From an optimization exercise on the open Yosys and OpenROAD flow, aimed at a short achievable clock period and few clock cycles; shortcuts taken in it are not production practice. Only the layout flow was run in this run; the RTL was not checked for function there. Power and IR drop assume default switching activity.

[flow/design.v]
module lhce_parse (
    input  wire        clk,
    input  wire        rst,           
    input  wire        start,
    input  wire [3:0]  op,
    input  wire [15:0] src_addr,
    input  wire [15:0] src_len,
    input  wire [31:0] ph_src,
    input  wire [31:0] ph_dst,
    output wire        busy,
    output reg         done,
    output wire        mem_rd,
    output wire [9:0]  mem_addr,
    input  wire [31:0] mem_rdata,
    output reg  [3:0]  err_code,
    output reg  [3:0]  err_sub,
    output reg  [31:0] r_csum,
    output reg  [31:0] r_csum_field,
    output reg  [31:0] r_ip_len,
    output reg  [31:0] r_ip_misc,
    output reg  [31:0] r_ip_src,
    output reg  [31:0] r_ip_dst,
    output reg  [31:0] r_ip_hdr,
    output reg  [31:0] r_ip_chk,
    output reg  [31:0] r_tcp_ports,
    output reg  [31:0] r_tcp_seq,
    output reg  [31:0] r_tcp_ack,
    output reg  [31:0] r_tcp_ctl,
    output reg  [31:0] r_tcp_csum,
    output reg  [31:0] r_tcp_hdr,
    output reg  [31:0] r_pay,
    output reg  [31:0] r_out
);
    localparam [3:0] E_NOT_IPV4  = 4'd1;
    localparam [3:0] E_INV_IP    = 4'd2;
    localparam [3:0] E_INV_TCP   = 4'd3;
    localparam [3:0] E_BAD_RANGE = 4'd6;
    localparam [3:0] E_ILLEGAL   = 4'd7;
    reg        busy_r;
    reg        is_cip, is_ctcp, is_ipp, is_tcpp, is_frm;
    reg [15:0] c_a;
    reg [15:0] c_n;
    reg [31:0] c_phs;
    reg [31:0] c_phd;
    assign busy    = busy_r;
    assign mem_rd  = busy_r;
    reg  [9:0] maddr;
    assign mem_addr = maddr;
    reg  [4:0]  cyc;       
    reg  [11:0] kin;       
    reg         vin;       
    wire [1:0]  r    = c_a[1:0];
    wire        rodd = c_a[0];
    reg [31:0] hw0, hw1, hw2, hw3, hw4, hw5, hw6;
    reg [31:0] tr0, tr1, tr2, tr3, tr4, tr5;
    reg [6:0]  hwe;        
    reg [5:0]  tre;
    wire [223:0] hwflat = {hw6, hw5, hw4, hw3, hw2, hw1, hw0};
    wire [191:0] trflat = {tr5, tr4, tr3, tr2, tr1, tr0};
    wire [223:0] ah = hwflat >> {r, 3'b000};
    wire [191:0] tb = trflat >> {r, 3'b000};
    wire [159:0] ipb_n = is_frm ? ah[191:32] : ah[159:0];
    reg [159:0] ipb;       
    reg [159:0] tcb;       
    reg [15:0]  eth;       
    reg [15:0]  fld_ip;    
    reg [15:0]  fld_tcp;   
    always @(posedge clk) begin
        ipb     <= ipb_n;
        tcb     <= tb[159:0];
        eth     <= {ah[23:16], ah[31:24]};
        fld_ip  <= {ah[87:80], ah[95:88]};
        fld_tcp <= {ah[135:128], ah[143:136]};
    end
    wire [7:0]  ip_b0   = ipb[7:0];
    wire [3:0]  ip_ver  = ip_b0[7:4];
    wire [3:0]  ip_ihl  = ip_b0[3:0];
    wire [7:0]  ip_hl   = {2'b00, ip_ihl, 2'b00};
    wire [15:0] ip_tl   = {ipb[23:16], ipb[31:24]};
    wire [7:0]  ip_ttl  = ipb[71:64];
    wire [7:0]  ip_proto= ipb[79:72];
    wire [15:0] ip_hcs  = {ipb[87:80], ipb[95:88]};
    wire [31:0] ip_src  = {ipb[103:96], ipb[111:104], ipb[119:112], ipb[127:120]};
    wire [31:0] ip_dst  = {ipb[135:128], ipb[143:136], ipb[151:144], ipb[159:152]};
    wire [15:0] t_sport = {tcb[7:0], tcb[15:8]};
    wire [15:0] t_dport = {tcb[23:16], tcb[31:24]};
    wire [31:0] t_seq   = {tcb[39:32], tcb[47:40], tcb[55:48], tcb[63:56]};
    wire [31:0] t_ack   = {tcb[71:64], tcb[79:72], tcb[87:80], tcb[95:88]};
    wire [7:0]  t_doff  = {2'b00, tcb[103:100], 2'b00};
    wire [5:0]  t_flags = tcb[109:104];
    wire [15:0] t_win   = {tcb[119:112], tcb[127:120]};
    wire [15:0] t_cs    = {tcb[135:128], tcb[143:136]};
    wire [15:0] t_urg   = {tcb[151:144], tcb[159:152]};
    wire [3:0]  ihl_c   = (ip_ihl < 4'd5) ? 4'd5 : ip_ihl;
    wire [7:0]  hl_c    = {2'b00, ihl_c, 2'b00};
    reg [17:0] ipS, ipE, ipK, ipK1;    
    reg [17:0] tS, tE, tK, tK1;        
    reg signed [17:0] kend;            
    reg [3:0]  kmin;                   
    reg [11:0] tq0, tq1, tq2, tq3, tq4, tq5;   
    wire [17:0] r18   = {16'd0, r};
    wire [17:0] ipS_n = r18 + (is_frm ? 18'd4 : 18'd0);
    wire [17:0] hlE_n = ipS_n + {10'd0, hl_c};
    wire [17:0] ipE_n = is_cip ? (r18 + {2'b00, c_n}) : (is_ipp | is_frm) ? hlE_n : 18'd0;
    wire [17:0] tS_n  = is_frm ? hlE_n : r18;
    wire [17:0] tE_n  = is_frm ? (r18 + 18'd4 + {2'b00, ip_tl}) :
                        (is_ctcp | is_tcpp) ? (r18 + {2'b00, c_n}) : 18'd0;
    wire [17:0] k_n   = r18 + {2'b00, c_n} - 18'd1;
    wire [17:0] k_ip  = r18 + {10'd0, hl_c} - 18'd1;
    wire [17:0] k_fr  = r18 + 18'd3 + {2'b00, ip_tl};
    wire [17:0] k_sel = is_ipp ? k_ip : is_frm ? k_fr : k_n;
    always @(posedge clk) begin
        ipS  <= ipS_n;
        ipE  <= ipE_n;
        ipK  <= ipS_n + 18'd10;
        ipK1 <= ipS_n + 18'd11;
        tS   <= tS_n;
        tE   <= tE_n;
        tK   <= tS_n + 18'd16;
        tK1  <= tS_n + 18'd17;
        kend <= $signed(k_sel) >>> 2;
        kmin <= is_cip  ? 4'd0 :
                is_ctcp ? ((r == 2'd3) ? 4'd5 : 4'd4) :
                is_tcpp ? 4'd0 :
                is_ipp  ? 4'd4 : 4'd6;
        tq0  <= {8'd0, ihl_c};
        tq1  <= {8'd0, ihl_c} + 12'd1;
        tq2  <= {8'd0, ihl_c} + 12'd2;
        tq3  <= {8'd0, ihl_c} + 12'd3;
        tq4  <= {8'd0, ihl_c} + 12'd4;
        tq5  <= {8'd0, ihl_c} + 12'd5;
    end
    reg [3:0] m_ip, m_tc, m_ih, m_il;
    integer l;
    reg [17:0] p;
    always @(*) begin
        for (l = 0; l < 4; l = l + 1) begin
            p = {4'd0, kin, l[1:0]};
            m_ip[l] = vin && (p >= ipS) && (p < ipE) && (p != ipK) && (p != ipK1);
            m_tc[l] = vin && (p >= tS) && (p < tE) && (p != tK) && (p != tK1);
            m_ih[l] = vin && (p == tK);
            m_il[l] = vin && (p == tK1);
        end
    end
    wire m_last = vin && ($signed({6'd0, kin}) >= kend) && (kin >= {8'd0, kmin});
    reg [31:0] R;
    reg [3:0]  R_ip, R_tc, R_ih, R_il;
    reg        R_last;
    reg        Fv;
    reg  [15:0] d_L;
    wire [31:0] ps_src = is_frm ? ip_src : c_phs;
    wire [31:0] ps_dst = is_frm ? ip_dst : c_phd;
    wire [15:0] ps_len = is_frm ? d_L : c_n;
    reg  [17:0] pa, pb;
    reg  [18:0] psum;
    reg  [15:0] pf;
    wire [16:0] pfold1 = {1'b0, psum[15:0]} + {14'd0, psum[18:16]};
    always @(posedge clk) begin
        pa   <= {2'b00, ps_src[31:16]} + {2'b00, ps_src[15:0]} + {2'b00, ps_dst[31:16]};
        pb   <= {2'b00, ps_dst[15:0]} + {2'b00, ps_len} + 18'd6;
        psum <= {1'b0, pa} + {1'b0, pb};
        pf   <= pfold1[15:0] + {15'd0, pfold1[16]};
    end
    wire [7:0] rb0 = R[7:0];
    wire [7:0] rb1 = R[15:8];
    wire [7:0] rb2 = R[23:16];
    wire [7:0] rb3 = R[31:24];
    function [7:0] tsel;
        input        m, ih, il;
        input [7:0]  b;
        input [15:0] v;
        tsel = (m ? b : 8'd0) | (ih ? v[15:8] : 8'd0) | (il ? v[7:0] : 8'd0);
    endfunction
    wire [15:0] xi01 = {(R_ip[0] ? rb0 : 8'd0), (R_ip[1] ? rb1 : 8'd0)};
    wire [15:0] xi23 = {(R_ip[2] ? rb2 : 8'd0), (R_ip[3] ? rb3 : 8'd0)};
    wire [15:0] xt01 = {tsel(R_tc[0], R_ih[0], R_il[0], rb0, pf),
                        tsel(R_tc[1], R_ih[1], R_il[1], rb1, pf)};
    wire [15:0] xt23 = {tsel(R_tc[2], R_ih[2], R_il[2], rb2, pf),
                        tsel(R_tc[3], R_ih[3], R_il[3], rb3, pf)};
    reg [15:0] acc_ip, acc_tc;
    reg        cy_ip, cy_tc;
    wire [15:0] si_s = acc_ip ^ xi01 ^ xi23;
    wire [15:0] si_c = (acc_ip & xi01) | (acc_ip & xi23) | (xi01 & xi23);
    wire [16:0] si_n = {1'b0, si_s} + {1'b0, si_c[14:0], si_c[15]} + {16'd0, cy_ip};
    wire [15:0] st_s = acc_tc ^ xt01 ^ xt23;
    wire [15:0] st_c = (acc_tc & xt01) | (acc_tc & xt23) | (xt01 & xt23);
    wire [16:0] st_n = {1'b0, st_s} + {1'b0, st_c[14:0], st_c[15]} + {16'd0, cy_tc};
    wire [7:0]  kic_hi = is_frm ? ah[119:112] : ah[87:80];     
    wire [7:0]  kic_lo = is_frm ? ah[127:120] : ah[95:88];     
    wire [15:0] kip_n  = rodd ? {~kic_lo, ~kic_hi} : {~kic_hi, ~kic_lo};
    wire [15:0] ktc_n  = rodd ? {~tb[143:136], ~tb[135:128]} : {~tb[135:128], ~tb[143:136]};
    reg  [15:0] kip, kipm1, ktc, ktcm1;
    reg         kip_nz, kip_1, ktc_nz, ktc_1;
    always @(posedge clk) begin
        kip    <= kip_n;
        kipm1  <= kip_n - 16'd1;
        kip_nz <= (kip_n != 16'd0);
        kip_1  <= (kip_n == 16'd1);
        ktc    <= ktc_n;
        ktcm1  <= ktc_n - 16'd1;
        ktc_nz <= (ktc_n != 16'd0);
        ktc_1  <= (ktc_n == 16'd1);
    end
    function match;
        input [15:0] acc;
        input        cy;
        input [15:0] k, km1;
        input        knz, k1;
        match = cy ? (((acc == km1) && knz) || ((acc == 16'hFFFF) && k1)) : (acc == k);
    endfunction
    reg [15:0] d_seg;       
    reg [15:0] d_ipa;       
    reg [15:0] d_tca;       
    reg [15:0] d_tl4;       
    reg [15:0] d_np;        
    reg        d_doff_bad;
    reg [31:0] d_pay;
    reg        d_pres;
    always @(posedge clk) begin
        d_seg      <= ip_tl - {8'd0, ip_hl};
        d_ipa      <= is_frm ? (c_a + 16'd4) : c_a;
        d_L        <= is_frm ? (ip_tl - {8'd0, ip_hl}) : c_n;
        d_tca      <= is_frm ? (c_a + 16'd4 + {8'd0, ip_hl}) : c_a;
        d_tl4      <= ip_tl + 16'd4;
        d_np       <= is_frm ? (c_n - 16'd4) : c_n;
        d_doff_bad <= (t_doff < 8'd20) || ({8'd0, t_doff} > d_L);
        d_pay      <= {d_L - {8'd0, t_doff}, d_tca + {8'd0, t_doff}};
        d_pres     <= is_cip ? (c_n >= 16'd12) : (c_n >= 16'd18);
    end
    reg [8:0] hc;
    always @(posedge clk) begin
        hc[0] <= is_frm && (eth != 16'h0800);           
        hc[1] <= is_frm && (c_n < 16'd24);              
        hc[2] <= (ip_hl < 8'd20);                       
        hc[3] <= (ip_proto != 8'd6);                    
        hc[4] <= (ip_ver != 4'd4);                      
        hc[5] <= ({8'd0, ip_hl} > ip_tl);               
        hc[6] <= ({8'd0, ip_hl} > d_np);                
        hc[7] <= is_frm && (ip_tl > d_np);              
        hc[8] <= is_frm && (d_seg < 16'd20);            
    end
    wire      hc_any = |hc;
    reg [3:0] hc_code, hc_sub;
    always @(*) begin
        hc_code = E_INV_IP;
        if (hc[0])      begin hc_code = E_NOT_IPV4; hc_sub = 4'd1; end
        else if (hc[1]) hc_sub = 4'd1;
        else if (hc[2]) hc_sub = 4'd2;
        else if (hc[3]) hc_sub = 4'd3;
        else if (hc[4]) hc_sub = 4'd4;
        else if (hc[5]) hc_sub = 4'd5;
        else if (hc[6]) hc_sub = 4'd6;
        else if (hc[7]) hc_sub = 4'd7;
        else            begin hc_code = E_INV_TCP; hc_sub = 4'd1; end
    end
    wire [16:0] rend   = {1'b0, c_a} + {1'b0, c_n};
    wire        legal  = is_cip | is_ctcp | is_ipp | is_tcpp | is_frm;
    reg         e1;
    reg [3:0]   e1_code, e1_sub;
    always @(posedge clk) begin
        e1 <= 1'b1; e1_code <= 4'd0; e1_sub <= 4'd1;
        if (!legal)                        e1_code <= E_ILLEGAL;
        else if (rend > 17'd4096)          e1_code <= E_BAD_RANGE;
        else if (is_ipp && c_n < 16'd20)   e1_code <= E_INV_IP;
        else if (is_tcpp && c_n < 16'd20)  e1_code <= E_INV_TCP;
        else if (is_frm && c_n < 16'd4)    begin e1_code <= E_NOT_IPV4; e1_sub <= 4'd2; end
        else                               e1 <= 1'b0;
    end
    function [15:0] calc;
        input [15:0] acc;
        input        cy;
        input        sw;
        reg   [15:0] f;
        begin
            f = (acc == 16'hFFFF && cy) ? 16'h0001 : acc + {15'd0, cy};
            calc = ~(sw ? {f[7:0], f[15:8]} : f);
        end
    endfunction
    wire [15:0] calc_ip = calc(acc_ip, cy_ip, rodd);
    wire [15:0] calc_tc = calc(acc_tc, cy_tc, rodd);
    wire        ip_match = match(acc_ip, cy_ip, kip, kipm1, kip_nz, kip_1);
    wire        tc_match = match(acc_tc, cy_tc, ktc, ktcm1, ktc_nz, ktc_1);
    wire fin_e1 = (cyc == 5'd2) && e1;
    wire fin_hc = (cyc == 5'd9) && is_frm && hc_any;
    wire fin    = fin_e1 | fin_hc | Fv;
    wire hdr_ok = !(is_ipp | is_frm) || !hc_any;
    wire tcp_ok = tc_match && !d_doff_bad;
    wire w_csum = Fv && (is_cip | is_ctcp);
    wire w_ip   = Fv && hdr_ok && (is_ipp || (is_frm && tcp_ok));
    wire w_tcp  = Fv && hdr_ok && (is_tcpp | is_frm) && tcp_ok;
    wire w_frm  = Fv && hdr_ok && is_frm && tcp_ok;
    always @(posedge clk) begin
        if (!busy_r) begin
            is_cip  <= (op == 4'h1);
            is_ctcp <= (op == 4'h2);
            is_ipp  <= (op == 4'h3);
            is_tcpp <= (op == 4'h4);
            is_frm  <= (op == 4'h7);
            c_a     <= src_addr;
            c_n     <= src_len;
            c_phs   <= ph_src;
            c_phd   <= ph_dst;
            maddr   <= src_addr[11:2];
            cyc     <= 5'd1;
            kin     <= 12'hFFF;
            vin     <= 1'b0;
            hwe     <= 7'd0;
            tre     <= 6'd0;
            acc_ip  <= 16'd0;
            acc_tc  <= 16'd0;
            cy_ip   <= 1'b0;
            cy_tc   <= 1'b0;
            R_ip    <= 4'd0;
            R_tc    <= 4'd0;
            R_ih    <= 4'd0;
            R_il    <= 4'd0;
            R_last  <= 1'b0;
            Fv      <= 1'b0;
        end else begin
            maddr   <= maddr + 10'd1;
            if (cyc != 5'd31) cyc <= cyc + 5'd1;
            kin     <= kin + 12'd1;
            vin     <= 1'b1;
            hwe     <= {kin == 12'd5, kin == 12'd4, kin == 12'd3, kin == 12'd2,
                        kin == 12'd1, kin == 12'd0, kin == 12'hFFF};
            if (is_frm)
                tre <= {kin == tq5, kin == tq4, kin == tq3, kin == tq2, kin == tq1, kin == tq0};
            else
                tre <= {kin == 12'd4, kin == 12'd3, kin == 12'd2, kin == 12'd1,
                        kin == 12'd0, kin == 12'hFFF};
            if (hwe[0]) hw0 <= mem_rdata;
            if (hwe[1]) hw1 <= mem_rdata;
            if (hwe[2]) hw2 <= mem_rdata;
            if (hwe[3]) hw3 <= mem_rdata;
            if (hwe[4]) hw4 <= mem_rdata;
            if (hwe[5]) hw5 <= mem_rdata;
            if (hwe[6]) hw6 <= mem_rdata;
            if (tre[0]) tr0 <= mem_rdata;
            if (tre[1]) tr1 <= mem_rdata;
            if (tre[2]) tr2 <= mem_rdata;
            if (tre[3]) tr3 <= mem_rdata;
            if (tre[4]) tr4 <= mem_rdata;
            if (tre[5]) tr5 <= mem_rdata;
            R       <= mem_rdata;
            R_ip    <= m_ip;
            R_tc    <= m_tc;
            R_ih    <= m_ih;
            R_il    <= m_il;
            R_last  <= m_last;
            acc_ip  <= si_n[15:0];
            cy_ip   <= si_n[16];
            acc_tc  <= st_n[15:0];
            cy_tc   <= st_n[16];
            Fv      <= R_last;
        end
    end
    always @(posedge clk) begin
        if (rst) begin
            busy_r       <= 1'b0;
            done         <= 1'b0;
            err_code     <= 4'd0;
            err_sub      <= 4'd0;
            r_csum       <= 32'd0;
            r_csum_field <= 32'd0;
            r_ip_len     <= 32'd0;
            r_ip_misc    <= 32'd0;
            r_ip_src     <= 32'd0;
            r_ip_dst     <= 32'd0;
            r_ip_hdr     <= 32'd0;
            r_ip_chk     <= 32'd0;
            r_tcp_ports  <= 32'd0;
            r_tcp_seq    <= 32'd0;
            r_tcp_ack    <= 32'd0;
            r_tcp_ctl    <= 32'd0;
            r_tcp_csum   <= 32'd0;
            r_tcp_hdr    <= 32'd0;
            r_pay        <= 32'd0;
            r_out        <= 32'd0;
        end else begin
            done <= 1'b0;
            if (!busy_r) begin
                if (start) busy_r <= 1'b1;
            end else begin
                if (fin) begin
                    busy_r <= 1'b0;
                    done   <= 1'b1;
                    if (fin_e1) begin
                        err_code <= e1_code;
                        err_sub  <= e1_sub;
                    end else if ((is_ipp | is_frm) && hc_any) begin
                        err_code <= hc_code;
                        err_sub  <= hc_sub;
                    end else if ((is_tcpp | is_frm) && !tc_match) begin
                        err_code <= E_INV_TCP;
                        err_sub  <= 4'd2;
                    end else if ((is_tcpp | is_frm) && d_doff_bad) begin
                        err_code <= E_INV_TCP;
                        err_sub  <= 4'd3;
                    end else begin
                        err_code <= 4'd0;
                        err_sub  <= 4'd0;
                    end
                end
                if (w_csum) begin
                    if (is_cip) begin
                        r_csum       <= {14'd0, d_pres && ip_match, d_pres, calc_ip};
                        r_csum_field <= d_pres ? {16'd0, fld_ip} : 32'd0;
                    end else begin
                        r_csum       <= {14'd0, d_pres && tc_match, d_pres, calc_tc};
                        r_csum_field <= d_pres ? {16'd0, fld_tcp} : 32'd0;
                    end
                end
                if (w_ip) begin
                    r_ip_len  <= {4'd0, ip_ver, ip_hl, ip_tl};
                    r_ip_misc <= {ip_hcs, ip_proto, ip_ttl};
                    r_ip_src  <= ip_src;
                    r_ip_dst  <= ip_dst;
                    r_ip_hdr  <= {d_seg, d_ipa};
                    r_ip_chk  <= {15'd0, ip_match, calc_ip};
                end
                if (w_tcp) begin
                    r_tcp_ports <= {t_sport, t_dport};
                    r_tcp_seq   <= t_seq;
                    r_tcp_ack   <= t_ack;
                    r_tcp_ctl   <= {t_win, t_doff, 2'b00, t_flags};
                    r_tcp_csum  <= {t_urg, t_cs};
                    r_tcp_hdr   <= {d_L, d_tca};
                end
                if (w_frm) begin
                    r_pay <= d_pay;
                    r_out <= {d_tl4, c_a};
                end
            end
        end
    end
endmodule
[flow/run.sh]
#!/bin/bash
# synth_recipe.tcl (not shown) runs the flow's synth.tcl, then flattens the netlist and writes it again
# the make line also repeats each setting of config.mk as NAME=value (left out here)
make -C /OpenROAD-flow-scripts/flow DESIGN_CONFIG=/design/flow/config.mk WORK_HOME=/design/flow/orfs CLKGATE_MAP_FILE= SYNTH_SCRIPT=/design/flow/synth_recipe.tcl finish
[flow/config.mk]
export PLATFORM = sky130hd
export DESIGN_NAME = lhce_parse
export DESIGN_NICKNAME = lhce_parse
export VERILOG_FILES = /design/flow/design.v
export SDC_FILE = /design/flow/constraint.sdc
export NUM_CORES = 4
export LEC_CHECK = 0
export ABC_CLOCK_PERIOD_IN_PS = 2500
export CAP_MARGIN = 20
export CORE_MARGIN = 2
export CORE_UTILIZATION = 40
export PLACE_DENSITY = 0.6
export SETUP_SLACK_MARGIN = 4.5
export SLEW_MARGIN = 20
export TNS_END_PERCENT = 100
[flow/constraint.sdc]
create_clock -name core_clock -period 7.0 [get_ports {clk}]
set_input_delay 1.4000 -clock core_clock [delete_from_list [all_inputs] [get_ports {clk}]]
set_output_delay 1.4000 -clock core_clock [all_outputs]
set_load 0.01 [all_outputs]
==> results.txt <==
area by class of cell:
cell class	instances	area [µm²]
timing repair buffer	1437	17400
fill	15200	80100
clock inverter	93	1060
sequential	1791	42100
tap	2511	3140
timing repair inverter	1	8.76
multi-input combinational	4683	40400
clock buffer	263	5410
inverter	236	968
antenna	18	45.0
cells in the mapped netlist, types with 32 or more instances:
master    number  area [µm²]
buf_1         40         150
nor2b_1       55         344
ha_1         246        3080
inv_1        232         871
a222oi_1      32         320
a211oi_1      62         465
and2_1        64         400
mux4_2       171        3850
nand3_1      124         621
fa_1          63        1260
a21o_1        50         375
edfxtp_1     533       16000
nor2_1       416        1560
xor2_1       146        1280
mux2i_1      245        2450
buf_4         86         646
dfxtp_1     1258       25200
nand2b_1      36         225
nand2_1     1122        4210
buf_2         86         430
nor3_1        87         435
o21ai_0      194         971
nand4_1       66         413
nor4_1        39         244
and3_1        38         238
a21oi_1      624        3120
clkbuf_1     251         942
xnor2_1      271        2370
mux2_2       176        1980
critical path, cell delays in order (launching register included):
cell and delay (ns):
edfxtp_1 0.42, buf_12 0.18, buf_16 0.16, mux2_4 0.32, fa_1 0.52, ha_4 0.19
fa_2 0.36, a21o_1 0.18, a21oi_2 0.18, o21ai_2 0.12, o31ai_4 0.26, a31oi_2 0.14
a21o_1 0.20, a21oi_2 0.13, xnor2_1 0.17
per-layer routing:
metal  wire (µm)  vias to the layer above
met5          13                        -
met4       18300                        2
met3       27100                      713
met2      144000                     3364
met1      129000                    31800
li1            -                    27300
through the flow:
step                hold WS, ns  utilization, %  setup WS, ns
floorplan                 0.329               -          3.03
CTS                       0.417            53.5          3.38
global placement          0.416            44.8          2.94
finish                    0.423            58.0          3.33
detailed placement        0.426            44.7          2.81
global route              0.440            58.0          3.25
logic make-up after synthesis:
group / Yosys count / share of synthesized area, %
flops: 1791 / 53.6
compound gates: 1151 / 8.81
xor+xnor: 417 / 4.75
buf+inv: 706 / 4.07
fa+ha+maj: 309 / 5.65
other cells: 1 / 0.00488
simple gates: 2144 / 12.3
mux: 592 / 10.8
timing repair:
| item | CTS | global route |
|---|---|---|
| endpoints found under the setup margin | 1883 | 1174 |
| buffers inserted | 350 | 267 |
| gates resized for setup | 3950 | 1348 |
| gates cloned | 83 | 54 |
| pin swaps | 344 | 695 |
worst max path at each step:
stage | to | start | slack, ns | depth (start not counted)
finish | pa[15] | is_frm | 3.33 | 14
global route | pa[15] | is_frm | 3.25 | 14
CTS | pb[15] | is_frm | 3.38 | 16
detailed placement | r_ip_src[12] | acc_tc[6] | 2.81 | 11
global placement | pb[15] | c_n[3] | 2.94 | 12
floorplan | pa[15] | is_frm | 3.03 | 18
power groups by stage:
stage / Clock, W / Combinational [W] / Sequential, W
finish: 0.0105 / 0.00597 / 0.0123
global route: 0.0110 / 0.00628 / 0.0123
CTS: 0.0106 / 0.00528 / 0.0122
detailed placement: 0 / 0.00436 / 0.0124
global placement: 0 / 0.00431 / 0.0124
floorplan: 0 / 0.00307 / 0.0120
==> flow_metrics.py <==
metrics = {
    "power": {
        "p_clk_share_pct": 36.6,
        "pwr_density_cell_mw_per_mm2": 260,
        "ir_worst_vdd_v": 0.000253,
        "power.total_w": 0.0288,
        "p_leak_nw": 43.7,
        "power_frac_comb_pct": 20.7,
        "switching_share_pct": 30.1,
        "power.share.sequential_pct": 42.7,
        "p_int_w": 0.0201,
        "p_sw_w": 0.00866,
    },
    "cells_and_area": {
        "top_regs": "tcb (154), ipb (120)",
        "drive_gt1_share_pct": 44.8,
        "final_cell_mix": "dfxtp_1, nand2_1, buf_6, edfxtp_1, buf_4",
        "nets": 8782,
        "area_growth_pct": 43.9,
        "largest_reg_flops": 154,
        "fin_area_mm2": 0.111,
        "mostFrequentLayoutCell": "dfxtp_1",
        "final_cells": 11000,
        "top_register": "tcb",
    },
    "placed_design": {
        "dpl.hpwl_mm": 188,
        "placed_cell_area_mm2": 0.0853,
        "dp.cells": 9905,
        "port_buffers": 606,
        "gp_congestion": 0.914,
    },
    "sta": {
        "min_period_ns": 3.67,
        "setup_viol": 0,
        "hold_viol": 0,
        "slew_headroom_pct": 5.10,
        "finalMaxSlewViolations": 0,
        "rsz0062_at_grt": "yes",
        "clock_skew_ns": 0.0440,
        "max_freq_mhz": 273,
        "tns_ns": 0,
        "period_share_pct": 52.4,
        "tightest_slew_ns": 1.42,
    },
    "clocking": {
        "numCtsBuffers": 188,
        "cts-root-buf": "clkbuf_16",
        "cts_tree": "built",
        "htreeDepth": 4,
        "clock-sinks": 1791,
        "cts_hold_buf": 0,
        "clk_latency_ns": 0.89,
        "clk_path_buf_depth": 3,
        "path_clk_slew_ns": 0.06,
    },
    "global_route": {
        "grt_pass1_vias": 58900,
        "grt_max_degree": 167,
        "gr-total-overflow": 0,
        "grt_util_all_layers_pct": 29.4,
        "grt_use_met3_pct": 4.80,
        "gr-usage-met1_pct": 39.9,
        "grt_antenna_before_repair": 23,
        "grt_pass1_wl_mm": 421,
        "met2_usage_pct": 46.1,
        "busiest_layer": "met2",
    },
    "routing": {
        "firstDrtPassIters": 9,
        "drt-initial-drc-count": 7220,
        "drc": 0,
        "post_drt_wl_per_cell_um": 28.9,
        "antenna_left": 0,
        "viasPerCell": 5.73,
        "vias": 63200,
        "wl_mm": 319,
    },
    "logic_synthesis": {
        "ys_ff_latch": 1791,
        "syn_avg_cell_area_um2": 10.8,
        "synth_cell_types": 82,
        "ys_seq_area_share_pct": 53.6,
        "synth_edf_count": 533,
        "yosys_warnings": 1,
        "netlist_area_mm2": 0.0768,
        "synth_cells": 7111,
        "async_flop_share_pct": 0,
        "synth-main-ff-cell": "dfxtp_1",
    },
    "worst_hold_path": {
        "holdPathStages": 2,
        "min_from": "tcb[86]",
        "hold_path_class": "flop to flop",
        "whs_endpoint": "r_tcp_ack[14]",
    },
    "setup_path": {
        "crit_path_end_kind": "flop",
        "start_kind": "flop",
        "reg2reg_from": "is_frm",
        "timing.reg2reg.setup_slack_ns": 3.33,
        "cp_max_fo": 7,
        "path_class": "flop to flop",
        "worstPathRequired_ns": 7.76,
        "worst-r2r-cell-count": 14,
        "rr_endpoint": "pa[15]",
        "worst_ep_arrival_time_ns": 4.43,
    },
    "die": {
        "ios": 668,
        "core_mm2": 0.191,
        "die_area_mm2": 0.196,
        "chipHeight_um": 442,
        "die_w_um": 442,
        "start_util_pct": 40.3,
        "std_cell_rows": 160,
    },
    "status": {
        "outcome": "complete, no violations",
    },
    "job": {
        "cap_violations": 0,
    },
}

==> port drivers added, routing unchanged <==
Ports are ideal in the flow. The routed layout listed here was re-timed in OpenROAD.
Step 1, drivers: a clkbuf_16 drives clk and a buf_2 each remaining input, both assumed.
Step 2 also shifts input and output timing later by t, the mid clock arrival at the registers, as if the neighbouring blocks saw the same clock.
Three values: no drivers, after step 1, after step 2; two values: the first two.
t (ns): 0.944
setup WS [ns]: 3.331 / 3.331 / 3.331
worst slew at a driven data input, ns: 0.09
cell pins on the clock port's net: 1
After both steps setup and hold are still met in this run. For this run, drivers alone change the setup slack by 0.000 ns; drivers and shift together by 0.000 ns.
